This is an optimization exercise on Yosys and OpenROAD, whose aim is small area, a short achievable clock period and few clock cycles, not a production implementation.
The RTL was checked by simulation tests, not by an equivalence proof against the original design.
No activity file was given, so power comes from the tool's default toggle rates.

`design/flow/design.v`:
```
module ulz_comp #(
    parameter W = 8
) (
    input  wire        clk,
    input  wire        rst,         
    input  wire        start,       
    input  wire [15:0] in_len,      
    input  wire [15:0] out_cap,     
    output wire        ready,
    output reg         done,        
    output reg         ok,          
    output reg  [15:0] result,      
    output reg         in_re,
    output reg  [15:0] in_addr,
    input  wire [7:0]  in_rdata,
    output reg         out_we,
    output reg  [15:0] out_waddr,
    output reg  [7:0]  out_wdata,
    output reg         out_re,
    output reg  [15:0] out_raddr,
    input  wire [7:0]  out_rdata
);
    localparam S_IDLE   = 5'd0;
    localparam S_HDR    = 5'd1;    
    localparam S_INIT   = 5'd2;    
    localparam S_STEP   = 5'd3;    
    localparam S_SKIP   = 5'd4;    
    localparam S_FB_RD  = 5'd5;    
    localparam S_FB_CMP = 5'd6;
    localparam S_FB_X1  = 5'd7;    
    localparam S_FB_X2  = 5'd8;    
    localparam S_FB_X3  = 5'd9;    
    localparam S_FB_CND = 5'd10;
    localparam S_END    = 5'd11;   
    localparam S_END2   = 5'd12;   
    localparam S_FLUSH  = 5'd13;   
    localparam S_MV     = 5'd14;   
    localparam S_OK     = 5'd15;
    localparam S_FAIL   = 5'd16;
    localparam S_FB_G   = 5'd17;   
    localparam S_FB_U   = 5'd18;   
    reg [4:0]  state;
    reg [15:0] n;
    reg [15:0] cap;
    reg [15:0] leb_v;
    reg [16:0] tau;                 
    reg [15:0] c;                   
    reg [15:0] ls;                  
    reg [2:0]  off;                 
    reg [16:0] rem;                 
    reg [16:0] rc;                  
    reg [16:0] tc;                  
    reg [15:0] kq;                  
    reg [7:0]  b0;                  
    reg [19:0] bg;                  
    reg [15:0] bl;                  
    reg [15:0] bo;                  
    reg [10:0] be;                  
    reg [2:0]  boff;
    reg        bsrc;                
    reg        bg_nz, bg_gt3;       
    reg        em_q;                
    reg        skip_q;              
    reg        ex3;                 
    reg [19:0] cgq;                 
    localparam NA = (W + 31) / 32;
    reg [NA-1:0] anyg;              
    reg [15:0] fba;                 
    reg [15:0] fdq;                 
    reg [4:0]  fz;
    reg [19:0] fcg;
    reg        fgt;                 
    reg [2:0]  tmb;                 
    reg [2:0]  tcm1;                
    reg        tk_op;               
    reg        w_we;                
    reg [15:0] w_waddr;
    reg [7:0]  w_wdata;
    reg        fb_need;             
    reg        fb_done;
    reg [16:0] fbp;                 
    reg [15:0] fbk;                 
    reg [7:0]  tmp;
    reg [8*W-1:0] H;                
    reg [W-1:0]   A;                
    reg [7:0]  R0, R1;
    reg [1:0]  q;                   
    reg        pend;                
    reg [16:0] ra;                  
    reg [15:0] head;                
    reg [15:0] tail;                
    reg [15:0] tm1;                 
    reg [16:0] space;               
    reg [7:0]  lb;                  
    reg        lb_v;
    reg        tk_v;                
    reg [1:0]  tk_ph;
    reg        tk_fin;              
    reg [15:0] tk_lc, tk_len2, tk_off1;
    reg [31:0] bb;                  
    reg [5:0]  cnt;                 
    reg [15:0] mr, mw;              
    reg        mp;                  
    function [4:0] zbits;
        input [15:0] v;
        begin
            if (v <= 16'd3)        zbits = 5'd3;
            else if (v <= 16'd19)  zbits = 5'd6;
            else if (v <= 16'd275) zbits = 5'd11;
            else                   zbits = 5'd19;
        end
    endfunction
    function [19:0] cgain;
        input [15:0] k;
        begin
            cgain = {1'b0, k, 3'd0} - {15'd0, zbits(k - 16'd2)};
        end
    endfunction
    wire in_search = (state == S_INIT) || (state == S_STEP);
    wire any = |anyg;
    wire minit;                     
    wire [2:0] off_nx3;
    wire init = ((state == S_INIT) && (q != 2'd0)) || minit;
    wire step = init || ((state == S_STEP) && any);
    wire [2:0] eoff = minit ? off_nx3 : off;
    wire live = (eoff == 3'd0);
    wire kill = !init && (rem == 17'd0);
    wire live_g  = step &&  live && !kill;
    wire catch_g = step && !live && !kill;
    wire skip_push = (state == S_SKIP) && (q != 2'd0) && (tau[15:0] != c);
    wire push = live_g || skip_push;
    function [7:0] bsel;
        input [2:0] o;
        input [55:0] h;
        input [7:0] r;
        begin
            case (o)
            3'd1: bsel = h[7:0];
            3'd2: bsel = h[15:8];
            3'd3: bsel = h[23:16];
            3'd4: bsel = h[31:24];
            3'd5: bsel = h[39:32];
            3'd6: bsel = h[47:40];
            3'd7: bsel = h[55:48];
            default: bsel = r;
            endcase
        end
    endfunction
    wire [7:0] b_off = bsel(off, H[55:0], R0);
    wire [7:0] b_m   = bsel(tmb, H[55:0], R0);
    wire [7:0] b_l   = bsel(tcm1, H[55:0], R0);
    wire [7:0] bcast = minit ? (match ? b_m : b_l) : b_off;
    wire [10:0] tau_s = (tau > 17'd2047) ? 11'd2047 : tau[10:0];
    localparam NG = (W >> 5) + 1;
    wire [NG-1:0] lt_g, eq_g;
    wire [31:0]   le_r;
    genvar gi;
    generate
        for (gi = 0; gi < NG; gi = gi + 1) begin : g_grp
            assign lt_g[gi] = (gi < tau_s[10:5]);
            assign eq_g[gi] = (gi == tau_s[10:5]);
        end
        for (gi = 0; gi < 32; gi = gi + 1) begin : g_r
            assign le_r[gi] = (gi <= tau_s[4:0]);
        end
    endgenerate
    wire [W:0] t;                   
    assign t[W] = 1'b0;
    wire [W-1:0] A_nx;
    generate
        for (gi = 1; gi <= W; gi = gi + 1) begin : g_cell
            wire eq = (H[8*(gi-1) +: 8] == bcast);
            wire valid = lt_g[gi >> 5] | (eq_g[gi >> 5] & le_r[gi & 31]);
            wire m;
            if (gi <= 7) begin : g_lo
                assign m = valid & (gi > eoff);
            end else begin : g_hi
                assign m = valid;
            end
            assign t[gi-1] = (A[gi-1] | (init & m)) & eq;
            assign A_nx[gi-1] = (live_g & t[gi-1]) | (catch_g & t[gi]);
        end
    endgenerate
    reg  [4:0]    lidx [0:NA-1];
    reg  [4:0]    lidx_q [0:NA-1];
    reg  [NA-1:0] anyg_q;
    reg           upd_q;
    reg  [2:0]    off_q;
    integer li, lj;
    always @(*) begin
        for (li = 0; li < NA; li = li + 1) begin
            lidx[li] = 5'd0;
            for (lj = 31; lj >= 0; lj = lj - 1)
                if (32 * li + lj < W && A[32 * li + lj])
                    lidx[li] = lj;
        end
    end
    reg [4:0] gsel;
    integer gk;
    always @(*) begin
        gsel = 5'd0;
        for (gk = NA - 1; gk >= 0; gk = gk - 1)
            if (anyg_q[gk])
                gsel = gk;
    end
    always @(posedge clk) begin
        for (li = 0; li < NA; li = li + 1)
            lidx_q[li] <= lidx[li];
        anyg_q <= anyg;
        off_q  <= off;
        upd_q  <= upd_cam;
        if (upd_q) begin
            be   <= {1'b0, gsel, lidx_q[gsel]};
            boff <= off_q;
        end
    end
    reg cl0, cl1, cl2;
    integer ii;
    always @(*) begin
        cl0 = 1'b0; cl1 = 1'b0; cl2 = 1'b0;
        for (ii = 1; ii <= 4 + 7; ii = ii + 1)
            if (ii <= 4 + off && ii <= W) cl0 = cl0 | A[ii-1];
        for (ii = 1; ii <= 20 + 7; ii = ii + 1)
            if (ii <= 20 + off && ii <= W) cl1 = cl1 | A[ii-1];
        for (ii = 1; ii <= 276 + 7; ii = ii + 1)
            if (ii <= 276 + off && ii <= W) cl2 = cl2 | A[ii-1];
    end
    wire [4:0] zc = cl0 ? 5'd3 : cl1 ? 5'd6 : cl2 ? 5'd11 : 5'd19;
    wire [20:0] g_cam = {1'b0, cgq} - {16'd0, zc};
    wire gt3  = ({1'b0, cgq} > {1'b0, bg} + 21'd3);
    wire gt6  = ({1'b0, cgq} > {1'b0, bg} + 21'd6);
    wire gt11 = ({1'b0, cgq} > {1'b0, bg} + 21'd11);
    wire gt19 = ({1'b0, cgq} > {1'b0, bg} + 21'd19);
    wire gtz  = cl0 ? gt3 : cl1 ? gt6 : cl2 ? gt11 : gt19;
    wire upd_cam = (state == S_STEP) && any && (kq >= 16'd2) && gtz;
    wire [15:0] fb_d = c - fbp[15:0];
    wire [20:0] g_fb = {1'b0, fcg} - {16'd0, fz};
    wire upd_fb = (state == S_FB_U) && (fbk >= 16'd2) && fgt;
    wire        match = ex3 ? bg_gt3 : bg_nz;
    wire [15:0] adv = match ? bl : 16'd1;
    wire [15:0] c_nx = c + adv;
    assign      off_nx3 = match ? tmb : tcm1;
    wire        end_nx = match ? em_q : (rc == 17'd1);
    wire        skip_nx = match && skip_q;
    wire [16:0] tc_nx = tc - (dec_go ? {1'b0, adv} : 17'd0) + {16'd0, push};
    wire        dec = (state == S_STEP) && !any && (!fb_need || fb_done);
    wire        dec_go = dec && (match ? !tk_v : !lb_v);
    assign      minit = dec_go && !end_nx && !skip_nx && (q != 2'd0);
    wire running = (state >= S_INIT) && (state <= S_FLUSH);
    wire lit_w  = running && lb_v;
    wire fl_thr = (state == S_FLUSH) ? (cnt != 6'd0) : (cnt >= 6'd8);
    wire fl_w   = running && !lb_v && fl_thr;
    wire hdr_w  = (state == S_HDR);
    wire nospace = (space == 17'd0);
    wire wfail  = (lit_w || fl_w || hdr_w) && nospace;
    reg [15:0] zv;
    always @(*) begin
        case (tk_ph)
        2'd0:    zv = tk_lc;
        2'd1:    zv = tk_len2;
        default: zv = tk_off1;
        endcase
    end
    reg [18:0] zf;
    reg [4:0]  zw;
    always @(*) begin
        if (zv <= 16'd3) begin
            zw = 5'd3;
            zf = {16'd0, zv[1:0], 1'b0};
        end else if (zv <= 16'd19) begin
            zw = 5'd6;
            zf = {13'd0, zv[3:0] - 4'd4, 2'b01};
        end else if (zv <= 16'd275) begin
            zw = 5'd11;
            zf = {8'd0, zv[7:0] - 8'd20, 3'b011};
        end else begin
            zw = 5'd19;
            zf = {zv - 16'd276, 3'b111};
        end
    end
    wire [5:0] cnt_f = fl_w ? ((cnt > 6'd8) ? cnt - 6'd8 : 6'd0) : cnt;
    wire       ins = running && tk_v && ({1'b0, cnt_f} + {2'b0, zw} <= 7'd32);
    wire [31:0] bb_sh = fl_w ? {8'd0, bb[31:8]} : bb;
    wire [31:0] bb_nx = bb_sh | (ins ? ({13'd0, zf} << cnt_f) : 32'd0);
    wire fb_mode = ((state >= S_FB_RD) && (state <= S_FB_CND)) ||
                   (state == S_FB_G) || (state == S_FB_U);
    wire [1:0] q1 = q - {1'b0, push} + {1'b0, pend};
    wire       pf_issue = !fb_mode && (q1 != 2'd2);
    assign ready = (state == S_IDLE);
    always @(*) begin
        in_re     = 1'b1;
        in_addr   = ra[15:0];
        w_we      = 1'b0;
        w_waddr   = head;
        w_wdata   = lb;
        out_re    = 1'b0;
        out_raddr = mr;
        if (fb_mode)
            in_addr = fba;
        if (hdr_w) begin
            w_we      = !nospace;
            w_wdata   = {(leb_v[15:7] != 9'd0), leb_v[6:0]};
        end else if (lit_w) begin
            w_we      = !nospace;
        end else if (fl_w) begin
            w_we      = !nospace;
            w_waddr   = tm1;
            w_wdata   = bb[7:0];
        end
        if (state == S_MV) begin
            out_re    = (mr != cap);
            w_we      = mp;
            w_waddr   = mw;
            w_wdata   = out_rdata;
        end
    end
    always @(posedge clk) begin
        if (push)
            H <= {H[8*(W-1)-1:0], R0};
        A <= A_nx;
    end
    wire [32*NA-1:0] A_nxp = {{(32*NA-W){1'b0}}, A_nx};
    generate
        for (gi = 0; gi < NA; gi = gi + 1) begin : g_any
            always @(posedge clk)
                anyg[gi] <= |A_nxp[32*gi +: 32];
        end
    endgenerate
    always @(posedge clk) begin
        out_we    <= !rst && w_we;
        out_waddr <= w_waddr;
        out_wdata <= w_wdata;
    end
    always @(posedge clk) begin
        if (rst) begin
            state  <= S_IDLE;
            done   <= 1'b0;
            ok     <= 1'b0;
            result <= 16'd0;
            q      <= 2'd0;
            pend   <= 1'b0;
            lb_v   <= 1'b0;
            tk_v   <= 1'b0;
            cnt    <= 6'd0;
            bb     <= 32'd0;
        end else begin
            done <= 1'b0;
            if (fb_mode) begin
                q    <= 2'd0;
                pend <= 1'b0;
                ra   <= tau;
            end else begin
                pend <= pf_issue;
                if (pf_issue)
                    ra <= ra + 17'd1;
                q <= q1;
                case ({push, pend})
                2'b01: begin
                    if (q == 2'd0) R0 <= in_rdata;
                    else           R1 <= in_rdata;
                end
                2'b10: R0 <= R1;
                2'b11: begin
                    if (q == 2'd1) R0 <= in_rdata;
                    else begin
                        R0 <= R1;
                        R1 <= in_rdata;
                    end
                end
                default: ;
                endcase
            end
            if (push)
                tau <= tau + 17'd1;
            if (running) begin
                if (lit_w && !nospace) begin
                    lb_v  <= 1'b0;
                    head  <= head + 16'd1;
                    space <= space - 17'd1;
                end
                if (fl_w && !nospace) begin
                    tail  <= tail - 16'd1;
                    tm1   <= tm1 - 16'd1;
                    space <= space - 17'd1;
                end
                if (fl_w || ins) begin
                    bb  <= bb_nx;
                    cnt <= cnt_f + (ins ? {1'b0, zw} : 6'd0);
                end
                if (ins) begin
                    if (tk_fin || tk_ph == 2'd2) begin
                        tk_v  <= 1'b0;
                        tk_ph <= 2'd0;
                    end else begin
                        tk_ph <= tk_ph + 2'd1;
                    end
                end
            end
            if (step) begin
                rem <= kill ? rem : rem - 17'd1;
                off <= live ? 3'd0 : eoff - 3'd1;
            end
            tc   <= tc_nx;
            tcm1 <= tc_nx[2:0] - 3'd1;
            if (upd_cam)
                tmb <= tc[2:0] - kq[2:0] + {2'd0, push};
            else if (upd_fb)
                tmb <= tc[2:0] - fbk[2:0];
            else
                tmb <= tmb + {2'd0, push};
            if (tk_op) begin
                tk_op   <= 1'b0;
                tk_off1 <= bsrc ? bo - 16'd1 : {5'd0, be} - {13'd0, boff};
            end
            if (upd_cam) begin
                bg     <= g_cam[19:0];
                bl     <= kq;
                bsrc   <= 1'b0;
                bg_nz  <= 1'b1;
                bg_gt3 <= (g_cam[19:0] > 20'd3);
                em_q   <= (rc == {1'b0, kq});
                skip_q <= 1'b0;
            end
            if (upd_fb) begin
                bg     <= g_fb[19:0];
                bl     <= fbk;
                bo     <= fdq;
                bsrc   <= 1'b1;
                bg_nz  <= 1'b1;
                bg_gt3 <= (g_fb[19:0] > 20'd3);
                em_q   <= (rc == {1'b0, fbk});
                skip_q <= ({1'b0, fbk} > tc);
            end
            case (state)
            S_IDLE: begin
                if (start) begin
                    n      <= in_len;
                    cap    <= out_cap;
                    leb_v  <= in_len;
                    head   <= 16'd0;
                    tail   <= out_cap;
                    tm1    <= out_cap - 16'd1;
                    space  <= {1'b0, out_cap};
                    tau    <= 17'd0;
                    c      <= 16'd0;
                    ls     <= 16'd0;
                    ex3    <= 1'b1;
                    off    <= 3'd0;
                    rem    <= {1'b0, in_len};
                    rc     <= {1'b0, in_len};
                    tc     <= 17'd0;
                    tcm1   <= 3'd7;
                    tk_op  <= 1'b0;
                    q      <= 2'd0;
                    pend   <= 1'b0;
                    ra     <= 17'd0;
                    lb_v   <= 1'b0;
                    tk_v   <= 1'b0;
                    tk_ph  <= 2'd0;
                    cnt    <= 6'd0;
                    bb     <= 32'd0;
                    state  <= S_HDR;
                end
            end
            S_HDR: begin
                if (nospace) begin
                    state <= S_FAIL;
                end else begin
                    head  <= head + 16'd1;
                    space <= space - 17'd1;
                    leb_v <= leb_v >> 7;
                    if (leb_v[15:7] == 9'd0)
                        state <= (n == 16'd0) ? S_END : S_INIT;
                end
            end
            S_INIT: begin
                if (init) begin
                    b0      <= bcast;
                    bg      <= 20'd0;
                    bl      <= 16'd0;
                    bo      <= 16'd0;
                    bg_nz   <= 1'b0;
                    bg_gt3  <= 1'b0;
                    kq      <= 16'd1;
                    fb_need <= (tau > W);
                    fbp     <= tau - W - 1;
                    fb_done <= 1'b0;
                    state   <= S_STEP;
                end
            end
            S_STEP: begin
                if (any) begin
                    kq  <= kq + 16'd1;
                    cgq <= cgain(kq + 16'd1);
                end else if (fb_need && !fb_done) begin
                    fba   <= fbp[15:0];
                    state <= S_FB_RD;
                end else if (dec_go) begin
                    c   <= c_nx;
                    ex3 <= match;
                    if (match) begin
                        ls      <= c_nx;
                        tk_v    <= 1'b1;
                        tk_ph   <= 2'd0;
                        tk_fin  <= 1'b0;
                        tk_lc   <= c - ls;
                        tk_len2 <= bl - 16'd2;
                        tk_op   <= 1'b1;
                    end else begin
                        lb   <= b0;
                        lb_v <= 1'b1;
                    end
                    rc  <= rc - {1'b0, adv};
                    rem <= rc - {1'b0, adv};
                    if (end_nx)
                        state <= S_END;
                    else if (skip_nx)
                        state <= S_SKIP;
                    else if (minit) begin
                        rem     <= rc - {1'b0, adv} - 17'd1;
                        b0      <= bcast;
                        bg      <= 20'd0;
                        bl      <= 16'd0;
                        bo      <= 16'd0;
                        bg_nz   <= 1'b0;
                        bg_gt3  <= 1'b0;
                        kq      <= 16'd1;
                        fb_need <= (tau > W);
                        fbp     <= tau - W - 1;
                        fb_done <= 1'b0;
                    end else begin
                        off   <= off_nx3;
                        state <= S_INIT;
                    end
                end
            end
            S_SKIP: begin
                if (tau[15:0] == c) begin
                    off   <= 3'd0;
                    state <= S_INIT;
                end
            end
            S_FB_RD: begin
                fba   <= fbp[15:0] - 16'd1;
                state <= S_FB_CMP;
            end
            S_FB_CMP: begin
                fbk <= 16'd1;
                if (in_rdata == b0) begin
                    fba   <= fbp[15:0] + 16'd1;
                    state <= S_FB_X1;
                end else if (fbp == 17'd0) begin
                    fb_done <= 1'b1;
                    state   <= S_STEP;
                end else begin
                    fbp   <= fbp - 17'd1;
                    fba   <= fba - 16'd1;
                end
            end
            S_FB_X1: begin
                fba <= c + fbk;
                if ({1'b0, c} + {1'b0, fbk} < {1'b0, n})
                    state <= S_FB_X2;
                else
                    state <= S_FB_CND;
            end
            S_FB_X2: begin
                tmp   <= in_rdata;
                state <= S_FB_X3;
            end
            S_FB_X3: begin
                if (in_rdata == tmp) begin
                    fbk   <= fbk + 16'd1;
                    fba   <= fbp[15:0] + fbk + 16'd1;
                    state <= S_FB_X1;
                end else begin
                    state <= S_FB_CND;
                end
            end
            S_FB_CND: begin
                fdq   <= fb_d;
                fz    <= zbits(fb_d - 16'd1);
                fcg   <= cgain(fbk);
                state <= S_FB_G;
            end
            S_FB_G: begin
                fgt   <= ({1'b0, fcg} > {1'b0, bg} + {16'd0, fz});
                state <= S_FB_U;
            end
            S_FB_U: begin
                if (fbp == 17'd0) begin
                    fb_done <= 1'b1;
                    state   <= S_STEP;
                end else begin
                    fbp   <= fbp - 17'd1;
                    fba   <= fbp[15:0] - 16'd1;
                    state <= S_FB_RD;
                end
            end
            S_END: begin
                if (!tk_v) begin
                    if (n != ls) begin
                        tk_v    <= 1'b1;
                        tk_ph   <= 2'd0;
                        tk_fin  <= 1'b1;
                        tk_lc   <= n - ls;
                    end
                    state <= S_END2;
                end
            end
            S_END2: begin
                if (!tk_v && !lb_v && cnt < 6'd8)
                    state <= S_FLUSH;
            end
            S_FLUSH: begin
                if (cnt == 6'd0) begin
                    mr     <= tail;
                    mw     <= head;
                    mp     <= 1'b0;
                    result <= head + (cap - tail);
                    state  <= (tail == head) ? S_OK : S_MV;
                end
            end
            S_MV: begin
                if (mr != cap)
                    mr <= mr + 16'd1;
                if (mp)
                    mw <= mw + 16'd1;
                mp <= (mr != cap);
                if (mr == cap && !mp)
                    state <= S_OK;
            end
            S_FAIL: begin
                done   <= 1'b1;
                ok     <= 1'b0;
                result <= 16'd0;
                state  <= S_IDLE;
            end
            S_OK: begin
                done  <= 1'b1;
                ok    <= 1'b1;
                state <= S_IDLE;
            end
            default: state <= S_IDLE;
            endcase
            if (wfail && state != S_HDR)
                state <= S_FAIL;
        end
    end
endmodule
```
`design/flow/run.sh`:
```
#!/bin/bash
# synth_recipe.tcl (not shown) runs the flow's synth.tcl, then flattens the netlist and writes it again
# the make line also repeats each setting of config.mk as NAME=value (left out here)
make -C /OpenROAD-flow-scripts/flow DESIGN_CONFIG=/design/flow/config.mk WORK_HOME=/design/flow/orfs CLKGATE_MAP_FILE= SYNTH_SCRIPT=/design/flow/synth_recipe.tcl finish
```
`design/flow/config.mk`:
```
export PLATFORM = sky130hd
export DESIGN_NAME = ulz_comp
export DESIGN_NICKNAME = ulz_comp
export VERILOG_FILES = /design/flow/design.v
export SDC_FILE = /design/flow/constraint.sdc
export NUM_CORES = 4
export LEC_CHECK = 0
export CAP_MARGIN = 20
export CORE_MARGIN = 2
export CORE_UTILIZATION = 45
export SETUP_SLACK_MARGIN = 2
export SLEW_MARGIN = 20
```
`design/flow/constraint.sdc`:
```
create_clock -name core_clock -period 10.0 [get_ports {clk}]
set_input_delay 2.0000 -clock core_clock [delete_from_list [all_inputs] [get_ports {clk}]]
set_output_delay 2.0000 -clock core_clock [all_outputs]
set_load 0.01 [all_outputs]
```
==> results of run 1 <==
==> power breakdown <==
part	internal [mW]	switching, mW
Sequential	3.86	0.526
Clock	1.80	1.34
Combinational	1.96	3.12
==> cells by family (layout without fill, tap and decap cells) <==
family          Yosys count  in the layout  synth area share [%]
buf+inv                 590            675                  4.30
compound gates         1323           1323                  16.1
simple gates           2026           2026                  18.0
fa+ha+maj               376            376                  9.16
xor+xnor                664            664                  10.8
mux                     143            143                  3.10
other cells               1              2               0.00697
flops                   726            726                  38.5
==> area by class of cell <==
type                    instances  area [um2]  share of cell area, %
multi-input cells            4533       31000                   52.1
flip-flops and latches        726       20700                   34.9
clock buffers                 118        2390                   4.02
repair buffers                216        1950                   3.29
well taps                    1536        1920                   3.23
inverters                     299        1130                   1.90
clock inverters                42         364                  0.612
diodes                          1        2.50                0.00421
==> flip-flops by register name, indices dropped and copies added, names as in the netlist, 20 cells and up <==
signal,count
H,64
bb,32
bg,20
cgq,20
fcg,20
==> worst register-to-register path: cells and delay by family, from the launching register on <==
kind | cells | cell delay [ns]
compound gates | 10 | 2.11
xor+xnor | 1 | 0.13
fa+ha+maj | 4 | 1.41
buf+inv | 3 | 0.73
flops | 1 | 0.52
simple gates | 8 | 2.18
==> cell usage in the layout (no fill, tap or decap), drive strengths merged, types with 61 or more instances in the layout <==
cell             n
edfxtp         619
nand2          598
nor2           543
ha             346
a21oi          346
xnor2          338
xor2           326
inv            300
o21ai          300
nor3           188
nand3          149
clkdlybuf4s50  126
clkbuf         118
dfxtp          107
mux2i           98
a21o            96
buf             90
nand4           88
nor4            84
a31oi           62
a211oi          62
and3            61
==> metrics by stage <==
step / util (%) / std cells / area, um2
global route: 50.3 / 7470 / 59400
CTS: 50.3 / 7469 / 59400
global placement: 47.9 / 7307 / 56700
finish: 50.3 / 7471 / 59400
detailed placement: 47.9 / 7309 / 56700
floorplan: - / 5849 / 53800
==> worst min path at each step <==
stage	to	startpoint	slack, ns	cells past startpoint
2_1_floorplan	off_q[0]	off[0]	0.34	0
3_3_place_gp	lidx_q[0][0]	A[0]	0.46	1
3_5_place_dp	lidx_q[0][0]	A[0]	0.45	1
4_1_cts	lidx_q[0][0]	A[0]	0.47	1
5_1_grt	bb[6]	bb[6]	0.50	2
6_report	lidx_q[0][0]	A[0]	0.47	1
==> per-layer routing <==
metal  vias to the layer above  global-route usage [%]  part of all wire (%)
li1                      21300                       -                     -
met1                     22300                    42.7                    44
met2                      2058                    46.0                    44
met3                       307                    5.13                   9.2
met4                         4                    10.4                   3.4
met5                         -                       0                 0.013
==> summary.md, run 1 <==
| Metric | Value |
|---|---|
| Status | timing/DRC/antenna clean |
| CP arrival | 7.75 ns |
| Tot GR Track Use | 30.0% |
| Pwr dens | 212 nW/um2 |
| Clk slew on worst S/H paths | 0.06 ns |
| Crit. path cell count | 26 |
| Critical path type | reg2reg |
| Delay-heaviest family, CP | simple AND/OR/NAND/NOR gates |
| Hold Worst Slack | 0.469 ns |
| Clock buffer depth | 3 |
| Actual slew at the worst max-slew pin | 1.22 ns |
| Worst reg-to-reg path cell count | 26 |
| ANT nets after route | 0 |
| IO Port Bufs | 127 |
| Top-count cell post-synth | edfxtp_1 |
| WL/cell | 25.0 um |
| R2R Path Start | state[4] |
| Type of origin of the critical path | flop |
| Post-Route WL | 187000 um |
| Htree depth | 3 |
| Worst Setup End Kind | flop |
| Post-route DRC violation count | 0 |
| Largest net degree at the start of global routing | 141 |
| Global route overflow | 0 |
| Async S/R FF share, synth | 0% |
| Synth area leaders | edfxtp_1, ha_1, xnor2_1 |
| Critical path origin | state[4] |
| CP required | 10.38 ns |
| RSZ-0062 raised after global routing | false |
| Nets@finish | 6290 |
| Synthesized flop and latch total | 726 |
| Final Setup Violations | 0 |
| Postcts setup bufs | 0 |
| Worst IR drop on VDD | 0.123 mV |
| Final period utilization | 73.7% |
| Sequential share of the synthesized area | 38.5% |
| Fmax | 136 MHz |
| Reg2reg setup slack | 2.63 ns |
| PostCTS Resize Cnt | 0 |
| Hpwl dp | 141000 um |
| Static Leakage | 22.5 nW |
| Reg2reg end | tc[16] |
| Post-Route Setup TNS | 0 ns |
| Fillers | 11.1k |
| First-pass GRT wire length | 277000 um |
| Endpoints failing hold | 0 |
| Dpl ws | 2.54 ns |
| Tmin final | 7.37 ns |
| Synth top cells by count | edfxtp_1, nand2_1, nor2_1, ha_1, a21oi_1 |
| Clock latency (worst-skew pair) | 0.68 ns |
| Routability congestion estimate | 0.977 |
| Mean post-synth cell area | 9.20 um2 |
| CTS tree | done |
| Core Footprint | 118000 um2 |
| Max-cap violation count | 0 |
| Slew headroom | 18.6% |
| Initial Utilization | 45.5% |
| Worst Path Buf+Inv | 3 |
| CTS Root Cell | clkbuf_16 |
| Synth Flop Type | edfxtp_1 |
| Hold WC Path Type | reg2reg |
| Number of enable flip-flop cells after synthesis | 619 |
| CP dominant cell by count | a21o_1 |
| Via count | 46.1k |
| Synthesized instance count | 5849 |
| Yosys cell types | 102 |
| TritonRoute pass-1 iters | 5 |
| 1st-iter DRT viols | 5422 |
| Top-level I/O count | 129 |
| CTS buffer count | 87 |
| Hold buffers post-CTS | 0 |
| Die Ht | 350 um |
| Number of antenna violations at the first check in global routing | 10 |
| Top-area cell type share of the netlist area | 34.6% |
| Number of global-route vias before repair | 42.9k |
| PnR Total Power | 12.6 mW |
| Max stage delay on crit path | 0.68 ns |
| Vias per inst | 6.16 |
| Cell taking the most area after synthesis | edfxtp_1 |
| Critical path's slowest cell | nor3_2 |
| Overall die width | 350 um |
| Final Skew | 0.0269 ns |
| Layout cells sized above 1 | 6.03% |
| Max-slew violations | 0 |
| Setup ws final | 2.63 ns |
| Area Overhead vs Synth | 10.5% |
| YS warnings | 324 |
| Post-Syn Area | 53800 um2 |
| Crit path to | tc[16] |
| Core Rows | 126 |
| Worst-path maximum fanout | 48 |
| Clock sinks | 726 |
| Die area | 122000 um2 |
| Syn_nets | 6276 |
Testbench counts, summed over its fixed seeds: cycles 2,658,608.
==> run 2: changes to the inputs <==
--- a/design/flow/config.mk
+++ b/design/flow/config.mk
@@ -8,5 +8,5 @@
 export CAP_MARGIN = 20
 export CORE_MARGIN = 2
 export CORE_UTILIZATION = 45
-export SETUP_SLACK_MARGIN = 2
+export SETUP_SLACK_MARGIN = 4
 export SLEW_MARGIN = 20
==> summary.md, run 2 <==
| Metric | Value |
|---|---|
| CTS buffer count | 86 |
| Vias per inst | 6.15 |
| Clock power frac | 26.2% |
| Slew headroom | 24.2% |
| Post-route DRC violation count | 0 |
| Hold WC Path Type | reg2reg |
| PnR Total Power | 13.0 mW |
| Status | timing/DRC/antenna clean |
| CTS Root Cell | clkbuf_16 |
| IO Port Bufs | 127 |
| YS warnings | 324 |
| Hpwl dp | 144000 um |
| Tot GR Track Use | 30.4% |
| Clock sinks | 726 |
| Commonest non-fill, non-tap cell in the layout | edfxtp_1 |
| Area of the multi-input gates | 31200 um2 |
| Most frequent cells in the layout | edfxtp_1, nand2_1, nor2_1 |
| Int Pwr | 7.89 mW |
| Area Overhead vs Synth | 12.1% |
| TritonRoute pass-1 iters | 8 |
| Max-cap violation count | 0 |
| First-pass GRT wire length | 280000 um |
| Async S/R FF share, synth | 0% |
| Post-Route Setup TNS | 0 ns |
| Largest net degree at the start of global routing | 85 |
| Post-Syn Area | 53800 um2 |
| Endpoints failing hold | 0 |
| Max-slew violations | 0 |
| Sequential share of the synthesized area | 38.5% |
| Net Switching | 5.11 mW |
| Post-Route WL | 190000 um |
| Core Rows | 126 |
| Worst IR drop on VDD | 0.153 mV |
| WL/cell | 25.3 um |
| Reg2reg setup slack | 4.23 ns |
| Pwr dens | 216 nW/um2 |
| Initial Utilization | 45.5% |
| Number of antenna violations at the first check in global routing | 6 |
| Reg with most FFs | H |
| Overall die width | 350 um |
| Htree depth | 3 |
| Die area | 122000 um2 |
| Static Leakage | 23.0 nW |
| Critical path's slowest cell | nor2_1 |
| Final Skew | 0.0342 ns |
| Fmax | 172 MHz |
| 1st-iter DRT viols | 5075 |
| Hold buffers post-CTS | 0 |
| CP arrival | 3.81 ns |
| Top-count cell post-synth | edfxtp_1 |
| Top-level I/O count | 129 |
| Type of origin of the critical path | flop |
| Layout cells sized above 1 | 7.86% |
| Crit-path cells | and3b_1 -> nand2_2 -> nor2_1 -> clkdlybuf4s50_1 |
| Clock latency (worst-skew pair) | 0.68 ns |
| Fillers | 11.2k |
| CP required | 8.00 ns |
| Worst-path maximum fanout | 57 |
| Worst Setup End Kind | output port |
| Max stage delay on crit path | 0.90 ns |
| Tmin final | 5.81 ns |
| Syn_nets | 6276 |
| Nets@finish | 6329 |
| Die Ht | 350 um |
| Synthesized instance count | 5849 |
| Clk slew on worst S/H paths | 0.07 ns |
| Critical path type | reg2out |
| Switching share of power | 39.3% |
| Global route overflow | 0 |
| Synth area leaders | edfxtp_1, ha_1, xnor2_1 |
| Max FFs per register | 64 |
| Synth Flop Type | edfxtp_1 |
| Cell taking the most area after synthesis | edfxtp_1 |
| Core Footprint | 118000 um2 |
| CTS tree | done |
| ANT nets after route | 0 |
| Number of enable flip-flop cells after synthesis | 619 |
| Mean post-synth cell area | 9.20 um2 |
| Flop pwr share | 33.6% |
| Synthesized flop and latch total | 726 |
| Combinational share of power | 40.2% |
| Clock buffer depth | 3 |
| Biggest regs | H x64, bb x32 |
| Via count | 46.2k |
| Final Setup Violations | 0 |
| Synth top cells by count | edfxtp_1, nand2_1, nor2_1, ha_1, a21oi_1 |
| Top-area cell type share of the netlist area | 34.6% |
| Reg area | 20700 um2 |
| RSZ-0062 raised after global routing | true |
| Actual slew at the worst max-slew pin | 1.14 ns |
| Final period utilization | 58.1% |
| Routability congestion estimate | 0.982 |
| Number of global-route vias before repair | 42.9k |
| Yosys cell types | 102 |
## run 2: cell count changes in the layout (fill, tap and decap cells not counted), moves of 4 or more
cell        delta
buf_4         +37
clkbuf_1      -17
a21oi_1       -12
a21oi_2       +10
clkinv_2       +8
bufinv_16      +7
clkinv_1       -6
clkinv_4       +5
clkinvlp_4     +5
dfxtp_1        -5
inv_6          -5
dfxtp_4        +4
ha_1           -4
## run 2: power groups by stage
| stage | Sequential, mW | Combinational [mW] | Clock, mW |
|---|---|---|---|
| 3_5_place_dp | 4.41 | 5.02 | 0 |
| 2_1_floorplan | 4.14 | 3.65 | 0 |
| 4_1_cts | 4.36 | 5.09 | 3.44 |
| 6_report | 4.37 | 5.23 | 3.40 |
| 3_3_place_gp | 4.41 | 4.99 | 0 |
| 5_1_grt | 4.41 | 5.70 | 3.56 |
## run 2: metal layers
layer	up-vias	GRT usage, %	share of wire, %
li1	21400	-	-
met1	22500	44.0	44
met2	2057	46.0	43
met3	268	5.88	9.5
met4	0	8.51	2.9
met5	-	0	0
## run 2: worst max-delay path, delay by kind of cell, from the launching register on
kind	cells	cell delay [ns]
buf+inv	1	0.68
simple gates	3	1.83
flops	1	0.58
## run 2: cell type report
class / count / area share [%]
Multi-Input combinational cell: 4536 / 51.8
Antenna cell: 3 / 0.0124
Inverter: 299 / 1.88
Sequential cell: 726 / 34.4
Clock inverter: 59 / 1.10
Clock buffer: 103 / 3.92
Tap cell: 1536 / 3.19
Timing Repair Buffer: 253 / 3.71
## run 2: worst paths after layout
check,start,endpoint,depth (start not counted)
worst min register to register,off[2],off_q[2],0
worst min-delay path,off[2],off_q[2],0
worst max register to register,rem[3],tc[16],23
worst max-delay path,state[2],out_re,4
## run 2: timing repair
action	CTS	global route
gates resized for setup	30	29
pin swaps	3	13
buffers inserted	7	25
setup endpoints to repair	45	10
gates cloned	2	1
## run 2: per-stage QoR
| step | setup slack (ns) | cell area, um2 | hold slack [ns] | util, % | instances |
|---|---|---|---|---|---|
| 4_1_cts | 4.01 | 59900 | 0.385 | 50.7 | 7485 |
| 5_1_grt | 3.86 | 60300 | 0.396 | 51.0 | 7512 |
| 6_report | 4.19 | 60300 | 0.382 | 51.0 | 7515 |
| 2_1_floorplan | 4.01 | 53800 | 0.343 | - | 5849 |
| 3_5_place_dp | 2.76 | 56700 | 0.380 | 48.0 | 7314 |
| 3_3_place_gp | 2.88 | 56700 | 0.378 | 48.0 | 7314 |
## run 2: kinds of logic (layout without fill, tap and decap cells)
family | count (synthesis) | count (layout) | share of synthesized area (%)
AO/OA/AOI/OAI | 1323 | 1323 | 16.1
AND/OR/NAND/NOR | 2026 | 2028 | 18.0
flip-flops | 726 | 726 | 38.5
other | 1 | 4 | 0.00697
adder cells (fa/ha/maj) | 376 | 376 | 9.16
multiplexers | 143 | 144 | 3.10
XOR/XNOR | 664 | 664 | 10.8
buffers and inverters | 590 | 714 | 4.30
==> run 3: changes to the inputs <==
--- a/design/flow/design.v
+++ b/design/flow/design.v
@@ -242,7 +242,12 @@
     assign      off_nx3 = match ? tmb : tcm1;
     wire        end_nx = match ? em_q : (rc == 17'd1);
     wire        skip_nx = match && skip_q;
-    wire [16:0] tc_nx = tc - (dec_go ? {1'b0, adv} : 17'd0) + {16'd0, push};
+    wire [16:0] tc_m  = tc - {1'b0, bl};
+    wire [16:0] tc_m1 = tc - {1'b0, bl} + 17'd1;
+    wire [16:0] tc_p1 = tc + 17'd1;
+    wire [16:0] tc_l  = tc - 17'd1;
+    wire [16:0] tc_nx = dec_go ? (match ? (push ? tc_m1 : tc_m) : (push ? tc : tc_l))
+                               : (push ? tc_p1 : tc);
     wire        dec = (state == S_STEP) && !any && (!fb_need || fb_done);
     wire        dec_go = dec && (match ? !tk_v : !lb_v);
     assign      minit = dec_go && !end_nx && !skip_nx && (q != 2'd0);
==> summary.md, run 3 <==
| Metric | Value |
|---|---|
| Global route overflow | 0 |
| Max-cap violation count | 0 |
| IO Port Bufs | 127 |
| Area Overhead vs Synth | 12.2% |
| Tot GR Track Use | 31.0% |
| Worst IR drop on VDD | 0.195 mV |
| Post-Syn Area | 54200 um2 |
| Most Crowded Layer GR | met2 |
| Nets@finish | 6444 |
| Antenna cell count | 0 |
| Pwr dens | 212 nW/um2 |
| Reg with most FFs | H |
| Met1 track demand over resource | 42.7% |
| Core Rows | 127 |
| Status | timing/DRC/antenna clean |
| Routability congestion estimate | 1.01 |
| Critical path type | reg2out |
| Post-Synth Adder-Cell Area | 8.79% |
| Max FFs per register | 64 |
| Max stage delay on crit path | 0.74 ns |
| Top-count cell post-synth | nand2_1 |
| Mean post-synth cell area | 9.07 um2 |
| Post-Route Setup TNS | 0 ns |
| Synth top cells by count | nand2_1, edfxtp_1, nor2_1, xnor2_1, ha_1 |
| Crit-path cells | nand2b_1 -> a21oi_1 -> a21oi_1 -> o32a_4 -> o21ai_0 -> clkdlybuf4s50_1 |
| Initial Utilization | 45.3% |
| Die Ht | 351 um |
| Synthesized instance count | 5979 |
| Synth Flop Type | edfxtp_1 |
| Grt met2 use | 49.1% |
| Worst Setup End Kind | output port |
| Synth Area in Compound Gates | 15.7% |
| ANT nets after route | 0 |
| Final period utilization | 58.7% |
| Largest net degree at the start of global routing | 135 |
| Reg area | 20700 um2 |
| Area of the multi-input gates | 31700 um2 |
| Post-Route WL | 195000 um |
| Hold WC Path Type | reg2reg |
| Fmax | 170 MHz |
| CTS buffer count | 86 |
| Overall die width | 351 um |
| Final Setup Violations | 0 |
| Setup ws final | 4.13 ns |
| RSZ-0062 raised after global routing | true |
| CP arrival | 3.87 ns |
| Clk slew on worst S/H paths | 0.06 ns |
| Core Footprint | 120000 um2 |
| Tmin final | 5.87 ns |
| Top-area cell type share of the netlist area | 34.3% |
| Yosys cell types | 99 |
| Number of global-route vias before repair | 44.3k |
| Syn_nets | 6393 |
| Sequential share of the synthesized area | 38.2% |
| Top-level I/O count | 129 |
| Mux cell area share after synthesis | 3.28% |
| Most frequent cells in the layout | nand2_1, edfxtp_1, nor2_1 |
| Max-slew violations | 0 |
| First-pass GRT wire length | 289000 um |
| Post-route DRC violation count | 0 |
| Synth Area in Simple Gates | 18.9% |
| Type of origin of the critical path | flop |
| Fillers | 11.1k |
| Clock buffer depth | 3 |
| Number of antenna violations at the first check in global routing | 6 |
| Commonest non-fill, non-tap cell in the layout | nand2_1 |
| Synth area leaders | edfxtp_1, ha_1, xnor2_1 |
| Number of enable flip-flop cells after synthesis | 619 |
| Critical path's slowest cell | o21ai_0 |
| Via count | 47.2k |
| Layout cells sized above 1 | 7.52% |
| Htree depth | 3 |
| Hpwl dp | 147000 um |
| Synthesized flop and latch total | 726 |
| GR Util met3 | 4.09% |
| CP required | 8.00 ns |
| WL/cell | 25.3 um |
| Async S/R FF share, synth | 0% |
| Cell taking the most area after synthesis | edfxtp_1 |
| YS warnings | 324 |
| Biggest regs | H x64, bb x32 |
| XOR/XNOR Fraction of Synth Area | 10.9% |
| CTS tree | done |
| Worst-path maximum fanout | 43 |
| Clock latency (worst-skew pair) | 0.70 ns |
| Static Leakage | 22.7 nW |
| Final Skew | 0.0369 ns |
| CP dominant cell by count | a21oi_1 |
| Actual slew at the worst max-slew pin | 1.26 ns |
| 1st-iter DRT viols | 5604 |
| Final core area utilization | 50.8% |
| Slew headroom | 15.3% |
| Endpoints failing hold | 0 |
| Vias per inst | 6.12 |
| Dpl ws | 2.83 ns |
| TritonRoute pass-1 iters | 6 |
| Die area | 123000 um2 |
| Clock sinks | 726 |
| CTS Root Cell | clkbuf_16 |
| Largest family of logic cells by synthesized area | simple AND/OR/NAND/NOR gates |
-- run 3: worst max-delay path, delay by kind of cell, from the launching register on --
family                 cells  cell delay [ns]
AO/OA/AOI/OAI              4             1.58
flip-flops                 1             0.55
buffers and inverters      1             0.68
AND/OR/NAND/NOR            1             0.32
-- run 3: cell type report --
| cell class | count | share of cell area [%] |
|---|---|---|
| multi-input combinational | 4655 | 52.1 |
| sequential | 726 | 34.1 |
| clock buffer | 108 | 3.95 |
| timing repair buffer | 248 | 3.71 |
| tap | 1612 | 3.32 |
| inverter | 312 | 1.94 |
| clock inverter | 52 | 0.911 |
| timing repair inverter | 1 | 0.00823 |
-- run 3: per-layer routing --
metal	wire, um	vias to the layer above
li1	-	21800
met1	83600	22900
met2	87500	2106
met3	14900	382
met4	8810	6
met5	42	-
-- run 3: kinds of logic (layout without fill, tap and decap cells) --
logic type | Yosys count | after routing
AND/OR/NAND/NOR | 2172 | 2172
AO/OA/AOI/OAI | 1302 | 1302
flip-flops | 726 | 726
XOR/XNOR | 674 | 674
buffers and inverters | 598 | 721
adder cells (fa/ha/maj) | 363 | 363
multiplexers | 143 | 143
other | 1 | 1
-- run 3: stage by stage --
stage                     power, mW  area (um2)  hold WS [ns]  cells
after floorplan                7.70       54300         0.369   5979
after global placement         9.38       57300         0.388   7529
after detailed placement       9.42       57300         0.389   7529
after CTS                      12.8       60400         0.388   7694
after global routing           13.5       60800         0.393   7714
final                          12.9       60800         0.390   7714
-- run 3: where the power goes --
group          switching [mW]  internal [mW]
combinational            3.15           1.99
clock                    1.43           1.89
sequential              0.562           3.87
total                    5.14           7.75
-- run 3: path summary, 6_finish.rpt --
| kind | endpoint | slack (ns) | start | cells after the start |
|---|---|---|---|---|
| setup / recovery | in_addr[1] | 4.13 | state[1] | 6 |
| hold / removal | boff[2] | 0.39 | off_q[2] | 0 |
| setup reg to reg | cnt[5] | 4.22 | state[4] | 26 |
| hold reg to reg | boff[2] | 0.39 | off_q[2] | 0 |
-- run 3: repair_timing --
item / CTS / global route
buffers inserted: 5 / 17
pin swaps: 3 / 11
cloned: 0 / 3
hold buffers: 0 / 0
hold endpoints to repair: 0 / 0
endpoints found under the setup margin: 88 / 30
gates resized for setup: 25 / 57
Testbench counts of run 3, summed over its fixed seeds: cycles 2,658,608.
==> run 4: changes to the inputs <==
--- a/design/flow/design.v
+++ b/design/flow/design.v
@@ -586,7 +586,16 @@
                 fdq   <= fb_d;
                 fz    <= zbits(fb_d - 16'd1);
                 fcg   <= cgain(fbk);
-                state <= S_FB_G;
+                if (fbk >= 16'd2)
+                    state <= S_FB_G;
+                else if (fbp == 17'd0) begin
+                    fb_done <= 1'b1;
+                    state   <= S_STEP;
+                end else begin
+                    fbp   <= fbp - 17'd1;
+                    fba   <= fbp[15:0] - 16'd1;
+                    state <= S_FB_RD;
+                end
             end
             S_FB_G: begin
                 fgt   <= ({1'b0, fcg} > {1'b0, bg} + {16'd0, fz});
==> summary.md, run 4 <==
| Metric | Value |
|---|---|
| Status | timing/DRC/antenna clean |
| Fin area | 61400 um2 |
| Net Switching | 5.51 mW |
| CTS tree | done |
| IO Port Bufs | 127 |
| RSZ-0062 raised after global routing | true |
| Hpwl dp | 153000 um |
| Critical path origin | state[0] |
| Hold WC Path Type | reg2reg |
| WL/cell | 25.7 um |
| Clock buffer depth | 3 |
| Type of origin of the critical path | flop |
| Post-Route WL | 201000 um |
| Die area | 125000 um2 |
| Cell taking the most area after synthesis | edfxtp_1 |
| Via count | 48.2k |
| Clock sinks | 726 |
| Global route overflow | 0 |
| First-pass GRT wire length | 295000 um |
| Max FFs per register | 64 |
| Max-cap violation count | 0 |
| Top-area cell type share of the netlist area | 33.8% |
| Combinational share of power | 41.1% |
| R2R Path Start | tk_ph[1] |
| Core Rows | 128 |
| TritonRoute pass-1 iters | 7 |
| Yosys cell types | 111 |
| Switching share of power | 40.5% |
| ANT nets after route | 0 |
| Syn_nets | 6494 |
| Nets@finish | 6533 |
| Most frequent cells in the layout | nand2_1, edfxtp_1, nor2_1 |
| Static Leakage | 22.8 nW |
| Sequential share of the synthesized area | 37.7% |
| Synth top cells by count | nand2_1, edfxtp_1, nor2_1, xnor2_1, ha_1 |
| Clk slew on worst S/H paths | 0.06 ns |
| Synthesized instance count | 6080 |
| PnR Total Power | 13.6 mW |
| Vias per inst | 6.16 |
| Slew headroom | 21.1% |
| 1st-iter DRT viols | 5504 |
| Final Setup Violations | 0 |
| Area Overhead vs Synth | 11.8% |
| Number of global-route vias before repair | 45.3k |
| Largest net degree at the start of global routing | 100 |
| Top-level I/O count | 129 |
| Synth area leaders | edfxtp_1, ha_1, xnor2_1 |
| Fmax | 170 MHz |
| Async S/R FF share, synth | 0% |
| Htree depth | 3 |
| Actual slew at the worst max-slew pin | 1.18 ns |
| Post-Syn Area | 54900 um2 |
| CP arrival | 3.89 ns |
| HP Start | lidx_q[0][2] |
| Fillers | 11.5k |
| Endpoints failing hold | 0 |
| Biggest regs | H x64, bb x32 |
| Number of enable flip-flop cells after synthesis | 619 |
| Final Skew | 0.0448 ns |
| Synthesized flop and latch total | 726 |
| Critical path type | reg2out |
| Max-slew violations | 0 |
| Cell area after placement | 58000 um2 |
| Clock power frac | 25.2% |
| Clock latency (worst-skew pair) | 0.70 ns |
| Synth Flop Type | edfxtp_1 |
| Top-count cell post-synth | nand2_1 |
| CTS Root Cell | clkbuf_16 |
| CTS buffer count | 87 |
| Core Footprint | 121000 um2 |
| Commonest non-fill, non-tap cell in the layout | nand2_1 |
| YS warnings | 324 |
| Number of antenna violations at the first check in global routing | 11 |
| Layout cells sized above 1 | 6.94% |
| Initial Utilization | 45.2% |
| Int Pwr | 8.08 mW |
| Pwr dens | 221 nW/um2 |
| CP required | 8.00 ns |
| Worst Setup End Kind | output port |
| Flop pwr share | 33.6% |
| Hold buffers post-CTS | 0 |
| Post-route DRC violation count | 0 |
| Reg with most FFs | H |
| Worst-path maximum fanout | 51 |
| Overall die width | 353 um |
| Tot GR Track Use | 31.1% |
| Routability congestion estimate | 0.972 |
| Final period utilization | 58.9% |
| Tmin final | 5.89 ns |
| Worst IR drop on VDD | 0.153 mV |
| Die Ht | 353 um |
| Post-Route Setup TNS | 0 ns |
| Mean post-synth cell area | 9.03 um2 |
-- run 4: cell count changes in the layout (fill, tap and decap cells not counted), moves of 14 or more --
cell / delta
a211oi_1: +30
nand2_1: +30
mux2i_1: +28
o211ai_1: +24
o22ai_1: -23
and3_1: +21
a21oi_1: -20
nand4_1: +18
xor2_1: +17
a21o_1: -16
xnor2_1: -16
and2_1: -15
nand3b_1: +14
-- run 4: power by group through the flow --
stage	logic, mW	registers, mW	clock network [mW]
2_1_floorplan	3.87	4.27	0
3_3_place_gp	5.36	4.59	0
3_5_place_dp	5.41	4.60	0
4_1_cts	5.46	4.54	3.47
5_1_grt	6.06	4.61	3.57
6_report	5.59	4.57	3.43
-- run 4: per-stage QoR --
stage | cells | hold WS (ns) | utilization [%] | worst slack, ns
global route | 7819 | 0.422 | 50.6 | 3.83
floorplan | 6080 | 0.343 | - | 4.02
global placement | 7630 | 0.392 | 47.7 | 2.79
detailed placement | 7631 | 0.390 | 47.7 | 2.60
finish | 7820 | 0.411 | 50.6 | 4.11
CTS | 7799 | 0.412 | 50.3 | 3.90
-- run 4: cell type report --
cell class / instances / area [um2] / area share, %
multi-input combinational: 4760 / 32300 / 52.6
clock buffer: 113 / 2390 / 3.89
tap: 1625 / 2030 / 3.31
sequential: 726 / 20700 / 33.8
inverter: 297 / 1120 / 1.83
timing repair buffer: 246 / 2200 / 3.58
antenna: 1 / 2.50 / 0.00407
timing repair inverter: 1 / 5.00 / 0.00815
clock inverter: 51 / 652 / 1.06
-- run 4: worst paths after layout --
kind,cells past startpoint,slack (ns),end
max reg2reg,27,4.13,cnt[5]
min,0,0.41,be[2]
min reg2reg,0,0.41,be[2]
max,9,4.11,in_addr[1]
-- run 4: worst max-delay path, stage by stage, from the launching register on --
cell	delay [ns]
dfxtp_2	0.58
nand2b_1	0.47
a21oi_1	0.16
a21oi_1	0.17
nor2_1	0.10
a21oi_4	0.12
buf_4	0.46
nand2_1	0.25
o21ai_0	0.21
clkdlybuf4s50_1	0.61
-- run 4: logic make-up (layout without fill, tap and decap cells) --
| family | count (synthesis) | count (layout) | share of synthesized area (%) |
|---|---|---|---|
| DFF | 726 | 726 | 37.7 |
| xor gates and xnor gates | 674 | 674 | 10.7 |
| adders and majority gates | 363 | 363 | 8.68 |
| muxes | 146 | 146 | 2.94 |
| AOI/OAI and AO/OA | 1315 | 1315 | 16.0 |
| buffers and inverters | 595 | 708 | 4.16 |
| other | 1 | 2 | 0.00683 |
| and+or+nand+nor | 2260 | 2261 | 19.8 |
-- run 4: layer usage --
| layer | routed length (um) | GRT usage [%] | vias up |
|---|---|---|---|
| met2 | 90300 | 49.2 | 2099 |
| li1 | - | - | 22300 |
| met1 | 85200 | 42.2 | 23400 |
| met5 | 13 | 0 | - |
| met4 | 9570 | 13.9 | 2 |
| met3 | 15800 | 4.41 | 408 |
-- run 4: timing repair --
action	in CTS	in global routing
cloned	1	1
setup endpoints to repair	83	39
pin swaps	2	7
gates resized for setup	19	29
buffers inserted	3	19
Testbench counts of run 4, summed over its fixed seeds: cycles 2,525,660.
==> run 5: changes to the inputs <==
--- a/design/flow/config.mk
+++ b/design/flow/config.mk
@@ -8,5 +8,5 @@
 export CAP_MARGIN = 20
 export CORE_MARGIN = 2
 export CORE_UTILIZATION = 45
-export SETUP_SLACK_MARGIN = 4
+export SETUP_SLACK_MARGIN = 5
 export SLEW_MARGIN = 20
==> summary.md, run 5 <==
| Metric | Value |
|---|---|
| Vias per inst | 6.13 |
| Flop pwr share | 33.5% |
| Yosys cell types | 111 |
| Final core area utilization | 51.5% |
| Async S/R FF share, synth | 0% |
| Core Footprint | 121000 um2 |
| Overall die width | 353 um |
| Clock power frac | 24.4% |
| CP dominant cell by count | ha_4 |
| IO Port Bufs | 127 |
| Net Switching | 5.53 mW |
| Critical path's slowest cell | edfxtp_1 |
| Most frequent cells in the layout | nand2_1, edfxtp_1, nor2_1 |
| Pwr dens | 218 nW/um2 |
| Clk slew on worst S/H paths | 0.06 ns |
| Status | timing/DRC/antenna clean |
| Dpl ws | 3.04 ns |
| PnR Total Power | 13.6 mW |
| Global route overflow | 0 |
| Tmin final | 5.20 ns |
| Max stage delay on crit path | 0.46 ns |
| Number of global-route vias before repair | 46.0k |
| Die Ht | 353 um |
| Syn_nets | 6494 |
| Hold WC Path Type | reg2reg |
| WL/cell | 25.4 um |
| Initial Utilization | 45.2% |
| Fmax | 192 MHz |
| Synth area leaders | edfxtp_1, ha_1, xnor2_1 |
| TritonRoute pass-1 iters | 6 |
| Max-slew violations | 0 |
| Commonest non-fill, non-tap cell in the layout | nand2_1 |
| Htree depth | 3 |
| Clock buffer depth | 3 |
| Int Pwr | 8.08 mW |
| Worst-path maximum fanout | 6 |
| Post-Syn Area | 54900 um2 |
| Final Skew | 0.0315 ns |
| Layout cells sized above 1 | 9.31% |
| Sequential share of the synthesized area | 37.7% |
| Actual slew at the worst max-slew pin | 1.09 ns |
| Critical path type | reg2reg |
| Nets@finish | 6605 |
| Final Setup Violations | 0 |
| Post-Route WL | 200000 um |
| Max-cap violation count | 0 |
| CP required | 10.56 ns |
| Mean post-synth cell area | 9.03 um2 |
| Biggest regs | H x64, bb x32 |
| Endpoints failing hold | 0 |
| Switching share of power | 40.6% |
| Clock latency (worst-skew pair) | 0.71 ns |
| First-pass GRT wire length | 296000 um |
| Synthesized flop and latch total | 726 |
| RSZ-0062 raised after global routing | true |
| Core Rows | 128 |
| Reg area | 20700 um2 |
| 1st-iter DRT viols | 4786 |
| Number of enable flip-flop cells after synthesis | 619 |
| Top-count cell post-synth | nand2_1 |
| Final period utilization | 52.0% |
| Static Leakage | 23.2 nW |
| Reg with most FFs | H |
| Slew headroom | 26.8% |
| CTS buffer count | 87 |
| Via count | 48.4k |
| Clock sinks | 726 |
| Top-area cell type share of the netlist area | 33.8% |
| Post-route DRC violation count | 0 |
| Synthesized instance count | 6080 |
| Fillers | 11.5k |
| Max FFs per register | 64 |
| YS warnings | 324 |
| Largest net degree at the start of global routing | 104 |
| Routability congestion estimate | 0.985 |
| Tot GR Track Use | 31.1% |
| Cell area after placement | 58000 um2 |
| Worst Setup End Kind | flop |
| CTS Root Cell | clkbuf_16 |
| Type of origin of the critical path | flop |
| Number of antenna violations at the first check in global routing | 16 |
| CTS tree | done |
| CP arrival | 5.76 ns |
| Synth top cells by count | nand2_1, edfxtp_1, nor2_1, xnor2_1, ha_1 |
| Combinational share of power | 42.1% |
| Top-level I/O count | 129 |
| Area of the multi-input gates | 32900 um2 |
| ANT nets after route | 0 |
| Die area | 125000 um2 |
| Synth Flop Type | edfxtp_1 |
| Area Overhead vs Synth | 13.8% |
| Reg2reg setup slack | 4.80 ns |
| Worst IR drop on VDD | 0.183 mV |
| Cell taking the most area after synthesis | edfxtp_1 |
| Hpwl dp | 149000 um |
| Post-Route Setup TNS | 0 ns |
| Fin area | 62500 um2 |
| Setup ws final | 4.80 ns |
-- run 5: logic make-up (layout without fill, tap and decap cells) --
kind of cell | Yosys count | after routing | synth area share [%]
xor gates and xnor gates | 674 | 674 | 10.7
AOI/OAI and AO/OA | 1315 | 1316 | 16.0
and+or+nand+nor | 2260 | 2261 | 19.8
buffers and inverters | 595 | 774 | 4.16
adders and majority gates | 363 | 363 | 8.68
DFF | 726 | 726 | 37.7
muxes | 146 | 148 | 2.94
other | 1 | 2 | 0.00683
-- run 5: path summary, 6_finish.rpt --
path / cells after the start / to / startpoint
max: 27 / cnt[5] / tk_ph[0]
min: 0 / be[2] / lidx_q[0][2]
max reg2reg: 27 / cnt[5] / tk_ph[0]
min reg2reg: 0 / be[2] / lidx_q[0][2]
-- run 5: area by class of cell --
type                       count  share of cell area, %
timing repair buffer         315                   4.40
clock buffer                 114                   3.89
timing repair inverter         1                0.00801
clock inverter                47                  0.781
inverter                     297                   1.81
multi-input combinational   4763                   52.6
sequential                   726                   33.2
tap                         1625                   3.25
antenna                        1                0.00400
-- run 5: routing by layer --
| layer | global-route usage, % | wire length (um) | vias to the layer above |
|---|---|---|---|
| li1 | - | - | 22400 |
| met2 | 49.4 | 90700 | 2045 |
| met3 | 4.52 | 15000 | 472 |
| met1 | 40.4 | 81500 | 23400 |
| met5 | 0 | 54 | - |
| met4 | 18.3 | 13200 | 8 |
-- run 5: repair_timing --
action                                  in CTS  in global routing
pin swaps                                   33                 14
setup buffers                               56                 38
cloned                                       5                  1
endpoints found under the setup margin     117                 87
resized for setup                          113                 55
hold buffers                                 0                  0
-- run 5: through the flow --
stage / cells / hold slack (ns)
global placement: 7627 / 0.390
global route: 7888 / 0.409
floorplan: 6080 / 0.343
detailed placement: 7627 / 0.390
finish: 7889 / 0.404
CTS: 7849 / 0.404
-- run 5: power by group through the flow --
stage / Sequential (mW) / Combinational, mW / Clock (mW)
5_1_grt: 4.61 / 6.24 / 3.46
4_1_cts: 4.55 / 5.60 / 3.36
3_5_place_dp: 4.61 / 5.40 / 0
3_3_place_gp: 4.61 / 5.35 / 0
6_report: 4.56 / 5.73 / 3.32
2_1_floorplan: 4.27 / 3.88 / 0
-- run 5: critical path, delay by kind of cell (launching register included) --
family          cells  cell delay [ns]
mux                 2             0.36
fa+ha+maj           5             0.96
xor+xnor            1             0.08
flops               1             0.46
buf+inv             2             0.15
compound gates     10             2.05
simple gates        7             1.01
==> run 6: changes to the inputs <==
--- a/design/flow/config.mk
+++ b/design/flow/config.mk
@@ -5,6 +5,7 @@
 export SDC_FILE = /design/flow/constraint.sdc
 export NUM_CORES = 4
 export LEC_CHECK = 0
+export ABC_CLOCK_PERIOD_IN_PS = 4000
 export CAP_MARGIN = 20
 export CORE_MARGIN = 2
 export CORE_UTILIZATION = 45
==> summary.md, run 6 <==
| Metric | Value |
|---|---|
| Status | timing/DRC/antenna clean |
| Area Overhead vs Synth | 13.8% |
| Worst IR drop on VDD | 0.183 mV |
| Synth top cells by count | nand2_1, edfxtp_1, nor2_1, xnor2_1, ha_1 |
| CTS Root Cell | clkbuf_16 |
| Clock latency (worst-skew pair) | 0.71 ns |
| Synthesized instance count | 6080 |
| Worst Setup End Kind | flop |
| Post-route DRC violation count | 0 |
| Core Rows | 128 |
| Worst Hold End | be[2] |
| R2R Path Start | tk_ph[0] |
| Initial Utilization | 45.2% |
| Fillers | 11.5k |
| Max-slew violations | 0 |
| Slew headroom | 26.8% |
| Async S/R FF share, synth | 0% |
| Hold buffers post-CTS | 0 |
| Biggest regs | H x64, bb x32 |
| Layout cells sized above 1 | 9.31% |
| Static Leakage | 23.2 nW |
| Max-cap violation count | 0 |
| Syn_nets | 6494 |
| Type of origin of the critical path | flop |
| CP dominant cell by count | ha_4 |
| Largest net degree at the start of global routing | 104 |
| Post-Route Setup TNS | 0 ns |
| ANT nets after route | 0 |
| Mean post-synth cell area | 9.03 um2 |
| Clock sinks | 726 |
| Hpwl dp | 149000 um |
| Sequential share of the synthesized area | 37.7% |
| Synth Flop Type | edfxtp_1 |
| YS warnings | 324 |
| Critical path's slowest cell | edfxtp_1 |
| RSZ-0062 raised after global routing | true |
| HP Start | lidx_q[0][2] |
| Vias per inst | 6.13 |
| Hold WC Path Type | reg2reg |
| Max FFs per register | 64 |
| Area of the multi-input gates | 32900 um2 |
| Core Footprint | 121000 um2 |
| CTS tree | done |
| Pwr dens | 218 nW/um2 |
| Final Setup Violations | 0 |
| Post-Syn Area | 54900 um2 |
| Number of global-route vias before repair | 46.0k |
| Post-Route WL | 200000 um |
| Most frequent cells in the layout | nand2_1, edfxtp_1, nor2_1 |
| Critical path type | reg2reg |
| Cell area after placement | 58000 um2 |
| Reg area | 20700 um2 |
| CP arrival | 5.76 ns |
| Top-area cell type share of the netlist area | 33.8% |
| Routability congestion estimate | 0.985 |
| Worst-path maximum fanout | 6 |
| Global route overflow | 0 |
| Reg2reg setup slack | 4.80 ns |
| Top-level I/O count | 129 |
| First-pass GRT wire length | 296000 um |
| Synthesized flop and latch total | 726 |
| Top-count cell post-synth | nand2_1 |
| Actual slew at the worst max-slew pin | 1.09 ns |
| CTS buffer count | 87 |
| Clk slew on worst S/H paths | 0.06 ns |
| Max stage delay on crit path | 0.46 ns |
| Tmin final | 5.20 ns |
| Final period utilization | 52.0% |
| Number of antenna violations at the first check in global routing | 16 |
| Nets@finish | 6605 |
| Synth area leaders | edfxtp_1, ha_1, xnor2_1 |
| Fmax | 192 MHz |
| Clock buffer depth | 3 |
| Via count | 48.4k |
| Number of enable flip-flop cells after synthesis | 619 |
| Cell taking the most area after synthesis | edfxtp_1 |
| Overall die width | 353 um |
| Die area | 125000 um2 |
| 1st-iter DRT viols | 4786 |
| TritonRoute pass-1 iters | 6 |
| Commonest non-fill, non-tap cell in the layout | nand2_1 |
| Fin area | 62500 um2 |
| Htree depth | 3 |
| IO Port Bufs | 127 |
| Reg2reg end | cnt[5] |
| Endpoints failing hold | 0 |
| Die Ht | 353 um |
| Yosys cell types | 111 |
| WL/cell | 25.4 um |
| Reg with most FFs | H |
| Final Skew | 0.0315 ns |
| Worst reg-to-reg path cell count | 27 |
| CP required | 10.56 ns |
| Hold path cells | 0 |
| Tot GR Track Use | 31.1% |
run 6: cell counts in the layout (fill, tap and decap cells not counted):
No cell type changed its count.
run 6: report_power, final:
part	switching, mW	internal [mW]
registers	0.636	3.93
logic	3.51	2.22
clock network	1.39	1.93
run 6: worst max-delay path by stage:
stage	from	to	slack, ns	depth (start not counted)
after floorplan	rst	ls[0]	4.15	3
after global placement	state[3]	cnt[5]	3.07	22
after detailed placement	state[3]	cnt[5]	3.04	22
after CTS	tk_ph[0]	cnt[5]	4.84	27
after global routing	tk_ph[0]	cnt[5]	4.55	27
final	tk_ph[0]	cnt[5]	4.80	27
run 6: worst max-delay path, delay by kind of cell, from the launching register on:
kind                       cells  cell delay (ns)
muxes                          2             0.36
and+or+nand+nor                7             1.01
adders and majority gates      5             0.96
buffers and inverters          2             0.15
DFF                            1             0.46
xor gates and xnor gates       1             0.08
AOI/OAI and AO/OA             10             2.05
run 6: per-layer routing:
metal	global-route usage [%]	vias up	routed length, um
met2	49.4	2045	90700
met1	40.4	23400	81500
met4	18.3	8	13200
met3	4.52	472	15000
met5	0	-	54
li1	-	22400	-
run 6: cell type report:
cell class	instances	share of cell area [%]
Sequential cell	726	33.2
Clock inverter	47	0.781
Clock buffer	114	3.89
Antenna cell	1	0.00400
Timing Repair Buffer	315	4.40
Inverter	297	1.81
Timing Repair inverter	1	0.00801
Tap cell	1625	3.25
Multi-Input combinational cell	4763	52.6
run 6: repair_timing:
item,in CTS,in global routing
resized for setup,113,55
buffers inserted,56,38
setup endpoints to repair,117,87
cloned,5,1
pin swaps,33,14
run 6: cells by family after synthesis:
kind of cell | Yosys count | share of synthesized area (%)
and+or+nand+nor | 2260 | 19.8
buffers and inverters | 595 | 4.16
DFF | 726 | 37.7
muxes | 146 | 2.94
adders and majority gates | 363 | 8.68
other | 1 | 0.00683
AOI/OAI and AO/OA | 1315 | 16.0
xor gates and xnor gates | 674 | 10.7
run 6: stage by stage:
stage	hold slack, ns	setup slack (ns)	power (mW)	util [%]	cells
finish	0.404	4.80	13.6	51.5	7889
floorplan	0.343	4.15	8.16	-	6080
global route	0.409	4.55	14.3	51.5	7888
global placement	0.390	3.07	9.96	47.8	7627
detailed placement	0.390	3.04	10.0	47.8	7627
CTS	0.404	4.84	13.5	51.0	7849

-- afterwards: timing with drivers on the ports --
The flow's constraints put no driver on any port. The routed layouts listed below were extracted and timed again, unchanged, in two steps. Step 1: set_driving_cell puts a clkbuf_16 on clk and a buf_2 on each other input, an assumption about the parent block. Step 2 also shifts input and output timing later by t, the mid clock arrival at the registers, as if the neighbouring blocks saw the same clock. Slacks: ideal / step 1 / step 2; pairs: ideal / step 1.
| run | t, ns | setup slack, ns | worst setup path after step 2 | latest minus earliest clock arrival (ns) | slew at the worst register clock pin (ns) |
|---|---|---|---|---|---|
| run 1 | 0.740 | 2.633 / 2.633 / 2.633 | register to register | 0.035 / 0.035 | 0.07 / 0.07 |
| run 2 | 0.747 | 4.187 / 4.105 / 4.105 | input to register | 0.034 / 0.034 | 0.07 / 0.07 |
| run 3 | 0.761 | 4.130 / 4.056 / 4.215 | register to register | 0.046 / 0.046 | 0.07 / 0.07 |
| run 4 | 0.752 | 4.112 / 4.037 / 3.922 | input to register | 0.045 / 0.045 | 0.07 / 0.07 |
| run 5 | 0.770 | 4.800 / 4.800 / 4.487 | input to register | 0.032 / 0.032 | 0.07 / 0.07 |
| run 6 | 0.770 | 4.800 / 4.800 / 4.487 | input to register | 0.032 / 0.032 | 0.07 / 0.07 |
After both steps setup and hold are still met in every run listed.
